This is an optimization exercise on Yosys and OpenROAD, whose aim is small area, a short achievable clock period and few clock cycles per item, not a production implementation. Function was checked by simulation only, so behaviour that the tests miss may differ from the original. Power and IR drop assume default switching activity.

==> run F <==
==> flow/design.v <==
module npu (
    input  wire        clk,
    input  wire        rst,
    input  wire        req_valid,
    output wire        req_ready,
    input  wire [7:0]  req_op,
    input  wire [63:0] req_idx,
    input  wire [63:0] req_src,
    output wire        rsp_valid,
    input  wire        rsp_ready,
    output wire [63:0] rsp_dst,
    output wire        rsp_err
);
    reg        valid;
    reg [63:0] dst_r;
    reg        err_r;
    wire load = !valid || rsp_ready;
    assign req_ready = !rst && load;
    assign rsp_valid = !rst && valid;
    wire        err = |req_op[7:1];
    wire [63:0] perm;
    npu_simd u_perm (.src(req_src), .idx(req_idx), .dst(perm));
    always @(posedge clk) begin
        if (rst)
            valid <= 1'b0;
        else if (load)
            valid <= req_valid;
        if (load) begin
            dst_r <= err ? 64'd0 : perm;
            err_r <= err;
        end
    end
    assign rsp_dst = dst_r;
    assign rsp_err = err_r;
endmodule
module npu_simd (
    input  wire [63:0] src,
    input  wire [63:0] idx,
    output reg  [63:0] dst
);
    integer i;
    always @(*) begin
        for (i = 0; i < 16; i = i + 1)
            dst[4*i +: 4] = src[4*idx[4*i +: 4] +: 4];
    end
endmodule
==> flow/run.sh <==
#!/bin/bash
# synth_recipe.tcl (not shown) runs the flow's synth.tcl, then flattens the netlist and writes it again
# the make line also repeats each setting of config.mk as NAME=value (left out here)
make -C /OpenROAD-flow-scripts/flow DESIGN_CONFIG=/design/flow/config.mk WORK_HOME=/design/flow/orfs CLKGATE_MAP_FILE= SYNTH_SCRIPT=/design/flow/synth_recipe.tcl finish
==> flow/config.mk <==
export PLATFORM = sky130hd
export DESIGN_NAME = npu
export DESIGN_NICKNAME = npu
export VERILOG_FILES = /design/flow/design.v
export SDC_FILE = /design/flow/constraint.sdc
export NUM_CORES = 4
export LEC_CHECK = 0
export CAP_MARGIN = 20
export CORE_MARGIN = 2
export CORE_UTILIZATION = 40
export SLEW_MARGIN = 20
==> flow/constraint.sdc <==
create_clock -name core_clock -period 6.0 [get_ports {clk}]
set_input_delay 1.2000 -clock core_clock [delete_from_list [all_inputs] [get_ports {clk}]]
set_output_delay 1.2000 -clock core_clock [all_outputs]
set_load 0.01 [all_outputs]
==> run R: changes against run F <==
==> flow/design.v, changed modules only <==
module npu (
    input  wire        clk,
    input  wire        rst,
    input  wire        req_valid,
    output wire        req_ready,
    input  wire [7:0]  req_op,
    input  wire [63:0] req_idx,
    input  wire [63:0] req_src,
    output wire        rsp_valid,
    input  wire        rsp_ready,
    output wire [63:0] rsp_dst,
    output wire        rsp_err
);
    reg        valid;
    reg [63:0] dst_r;
    reg        err_r;
    wire load = !valid || rsp_ready;
    assign req_ready = !rst && load;
    assign rsp_valid = !rst && valid;
    wire        err = |req_op[7:1];
    wire [63:0] perm;
    wire hold = !load;
    wire en = load && !err;
    npu_simd u_perm (.src(req_src), .idx(req_idx), .dst(perm));
    always @(posedge clk) begin
        if (rst)
            valid <= 1'b0;
        else if (load)
            valid <= req_valid;
        dst_r <= (dst_r & {64{hold}}) | (perm & {64{en}});
        if (load)
            err_r <= err;
    end
    assign rsp_dst = dst_r;
    assign rsp_err = err_r;
endmodule
==> flow/flow/run.sh (new file) <==
#!/bin/bash
# Standard ORFS layout, with the port buffers made from the smallest buffer.
set -euo pipefail
export BUFFER_PORTS_ARGS="-buffer_cell sky130_fd_sc_hd__buf_1"
bash standard.sh > standard.log 2>&1
==> flow/standard.sh (new file) <==
#!/bin/bash
# synth_recipe.tcl (not shown) runs the flow's synth.tcl, then flattens the netlist and writes it again
# the make line also repeats each setting of config.mk as NAME=value (left out here)
make -C /OpenROAD-flow-scripts/flow DESIGN_CONFIG=/design/flow/config.mk WORK_HOME=/design/flow/orfs CLKGATE_MAP_FILE= SYNTH_SCRIPT=/design/flow/synth_recipe.tcl "${@:-finish}"
- SETUP_SLACK_MARGIN: not set -> 3.0
removed: flow/run.sh
==> run K: changes against run F <==
==> flow/design.v, changed modules only <==
module npu (
    input  wire        clk,
    input  wire        rst,
    input  wire        req_valid,
    output wire        req_ready,
    input  wire [7:0]  req_op,
    input  wire [63:0] req_idx,
    input  wire [63:0] req_src,
    output wire        rsp_valid,
    input  wire        rsp_ready,
    output wire [63:0] rsp_dst,
    output wire        rsp_err
);
    reg        valid;
    reg        empty;    
    reg [63:0] dst_r;
    reg        err_r;
    wire load = !valid || rsp_ready;
    assign req_ready = empty || rsp_ready;
    assign rsp_valid = valid;
    wire        err = |req_op[7:1];
    wire [63:0] perm;
    wire hold = !load;
    wire en = load && !err;
    npu_simd u_perm (.src(req_src), .idx(req_idx), .dst(perm));
    always @(posedge clk) begin
        if (rst) begin
            valid <= 1'b0;
            empty <= 1'b1;
        end else if (load) begin
            valid <= req_valid;
            empty <= !req_valid;
        end
        dst_r <= (dst_r & {64{hold}}) | (perm & {64{en}});
        if (load)
            err_r <= err;
    end
    assign rsp_dst = dst_r;
    assign rsp_err = err_r;
endmodule
==> flow/flow/run.sh (new file) <==
#!/bin/bash
# The standard layout (standard.sh), with these changes after synthesis:
#  - the port buffers are made from the smallest buffer;
#  - the delay cells are not used, so that timing repair sizes buffers up
#    to real buffers rather than to delay cells of the same footprint;
#  - clock tree synthesis uses clkbuf_8 and inserts no dummy loads.
set -euo pipefail
bash standard.sh synth > synth.log 2>&1
export BUFFER_PORTS_ARGS="-buffer_cell sky130_fd_sc_hd__buf_1"
export DONT_USE_CELLS="sky130_fd_sc_hd__clkdlybuf4s15_1 sky130_fd_sc_hd__clkdlybuf4s15_2 sky130_fd_sc_hd__clkdlybuf4s18_1 sky130_fd_sc_hd__clkdlybuf4s18_2 sky130_fd_sc_hd__clkdlybuf4s25_1 sky130_fd_sc_hd__clkdlybuf4s25_2 sky130_fd_sc_hd__clkdlybuf4s50_1 sky130_fd_sc_hd__clkdlybuf4s50_2 sky130_fd_sc_hd__dlygate4sd1_1 sky130_fd_sc_hd__dlygate4sd2_1 sky130_fd_sc_hd__dlygate4sd3_1 sky130_fd_sc_hd__dlymetal6s2s_1 sky130_fd_sc_hd__dlymetal6s4s_1 sky130_fd_sc_hd__dlymetal6s6s_1"
export CTS_ARGS="-sink_clustering_enable -repair_clock_nets -buf_list sky130_fd_sc_hd__clkbuf_8 -dont_use_dummy_load"
bash standard.sh > standard.log 2>&1
==> flow/standard.sh (new file) <==
#!/bin/bash
# synth_recipe.tcl (not shown) runs the flow's synth.tcl, then flattens the netlist and writes it again
# the make line also repeats each setting of config.mk as NAME=value (left out here)
make -C /OpenROAD-flow-scripts/flow DESIGN_CONFIG=/design/flow/config.mk WORK_HOME=/design/flow/orfs CLKGATE_MAP_FILE= SYNTH_SCRIPT=/design/flow/synth_recipe.tcl "${@:-finish}"
- SETUP_SLACK_MARGIN: not set -> 3.3
removed: flow/run.sh
==> run E: changes against run F <==
==> flow/design.v, changed modules only <==
module npu (
    input  wire        clk,
    input  wire        rst,
    input  wire        req_valid,
    output wire        req_ready,
    input  wire [7:0]  req_op,
    input  wire [63:0] req_idx,
    input  wire [63:0] req_src,
    output wire        rsp_valid,
    input  wire        rsp_ready,
    output wire [63:0] rsp_dst,
    output wire        rsp_err
);
    reg        valid;
    reg        empty;    
    reg [63:0] dst_r;
    reg        err_r;
    wire load = !valid || rsp_ready;
    assign req_ready = empty || rsp_ready;
    assign rsp_valid = valid;
    wire        err = |req_op[7:1];
    wire [63:0] perm;
    wire hold = !load;
    wire en = load && !err;
    npu_simd u_perm (.src(req_src), .idx(req_idx), .dst(perm));
    always @(posedge clk) begin
        if (rst) begin
            valid <= 1'b0;
            empty <= 1'b1;
        end else if (load) begin
            valid <= req_valid;
            empty <= !req_valid;
        end
        dst_r <= (dst_r & {64{hold}}) | (perm & {64{en}});
        if (load)
            err_r <= err;
    end
    assign rsp_dst = dst_r;
    assign rsp_err = err_r;
endmodule
==> flow/flow/run.sh (new file) <==
#!/bin/bash
# Standard ORFS layout, with the port buffers made from the smallest buffer.
set -euo pipefail
export BUFFER_PORTS_ARGS="-buffer_cell sky130_fd_sc_hd__buf_1"
bash standard.sh > standard.log 2>&1
==> flow/standard.sh (new file) <==
#!/bin/bash
# synth_recipe.tcl (not shown) runs the flow's synth.tcl, then flattens the netlist and writes it again
# the make line also repeats each setting of config.mk as NAME=value (left out here)
make -C /OpenROAD-flow-scripts/flow DESIGN_CONFIG=/design/flow/config.mk WORK_HOME=/design/flow/orfs CLKGATE_MAP_FILE= SYNTH_SCRIPT=/design/flow/synth_recipe.tcl "${@:-finish}"
- CTS_BUF_LIST: not set -> sky130_fd_sc_hd__clkbuf_8
- SETUP_SLACK_MARGIN: not set -> 3.3
removed: flow/run.sh
==> qor summary <==
Switching pwr: run R 0.0005417 W; run K 0.0004917 W; run F 0.0005911 W; run E 0.0005280 W
Average vias per placed instance: run R 7.557; run K 7.604; run F 7.520; run E 7.610
Destination of the worst hold path: run R dst_r[31]$_DFF_P_; run K empty$_SDFFE_PP1P_; run F valid$_SDFFE_PP0P_; run E empty$_SDFFE_PP1P_
Layout inverter count without the clock tree: run R 1; run K 1; run F 2; run E 1
Height of the die: run R 161.3 microns; run K 161.5 microns; run F 165.2 microns; run E 161.5 microns
Number of distinct library cells after synthesis: run R 17; run K 19; run F 19; run E 19
Power density over cell area: run R 153.8 nW/um^2; run K 137.9 nW/um^2; run F 147.6 nW/um^2; run E 144.1 nW/um^2
Maximum number of pins on one net before global-route repair: run R 68; run K 68; run F 66; run E 68
Mean routed wirelength per cell: run R 32.01 microns; run K 31.85 microns; run F 33.87 microns; run E 31.76 microns
Worst Hold Depth: run R 1; run K 1; run F 3; run E 1
Status: run R finished clean; run K finished clean; run F finished clean; run E finished clean
Number of nets in the final layout: run R 824; run K 825; run F 942; run E 825
Area taken by multi-input logic gates: run R 7833 sq um; run K 7833 sq um; run F 7805 sq um; run E 7833 sq um
Delay of the slowest cell on the worst path: run R 0.18 ns; run K 0.22 ns; run F 0.49 ns; run E 0.22 ns
Worst Hold Margin: run R 0.4765 ns; run K 0.4777 ns; run F 0.6438 ns; run E 0.4797 ns
Mapped cell area: run R 9903 sq um; run K 9917 sq um; run F 10390 sq um; run E 9917 sq um
Diode count: run R 3; run K 1; run F 1; run E 2
Number of enable-type register cells in the synthesized netlist: run R 1; run K 1; run F 65; run E 1
Multi-input combinational cell count: run R 393; run K 393; run F 514; run E 393
Number of non-clock buffers: run R 213; run K 213; run F 209; run E 213
Power in the clock group: run R 0.000498 W; run K 0.000295 W; run F 0.000487 W; run E 0.000371 W
FF+latch count, synth: run R 66; run K 67; run F 66; run E 67
Synthesized area per cell: run R 16.45 sq um; run K 16.45 sq um; run F 14.47 sq um; run E 16.45 sq um
Number of iterations in the first detailed-routing pass: run R 5; run K 7; run F 5; run E 7
Buffers plus inverters on the worst setup path: run R 3; run K 2; run F 2; run E 2
Testbench counts of run F, summed over its fixed seeds: cycles 10,682, items 8,000.
Testbench counts of run R, summed over its fixed seeds: cycles 10,682, items 8,000.
Testbench counts of run K, summed over its fixed seeds: cycles 10,682, items 8,000.
Testbench counts of run E, summed over its fixed seeds: cycles 10,682, items 8,000.

separate check: timing with driven ports:
How much do the figures lean on ideal ports? The routed layouts below were timed once more, with nothing changed but the port constraints.
Step 1: set_driving_cell puts a clkbuf_16 on clk and a buf_2 on each other input, an assumption about the parent block.
Step 2 times the ports against the registers' clock, not the clock port: input delays grow and output delays shrink by t, the midpoint of the rising clock arrivals with the driver on.
a / b / c = ideal ports / drivers / drivers and shift; a / b = the first two.
run | shift t [ns] | slack for setup (ns) | slew at the worst register clock pin (ns) | worst data-port slew with drivers (ns)
run F | 0.396 | 2.402 / 2.379 / 2.203 | 0.07 / 0.07 | 0.08
run R | 0.388 | 3.007 / 2.984 / 2.635 | 0.06 / 0.06 | 0.08
run K | 0.400 | 3.174 / 3.127 / 2.906 | 0.08 / 0.08 | 0.08
run E | 0.421 | 3.174 / 3.127 / 2.903 | 0.09 / 0.09 | 0.08
After both steps setup and hold are still met in every run listed. The setup slack of run R, which loses most, moves by -0.023 ns with the drivers and by -0.372 ns with both steps.
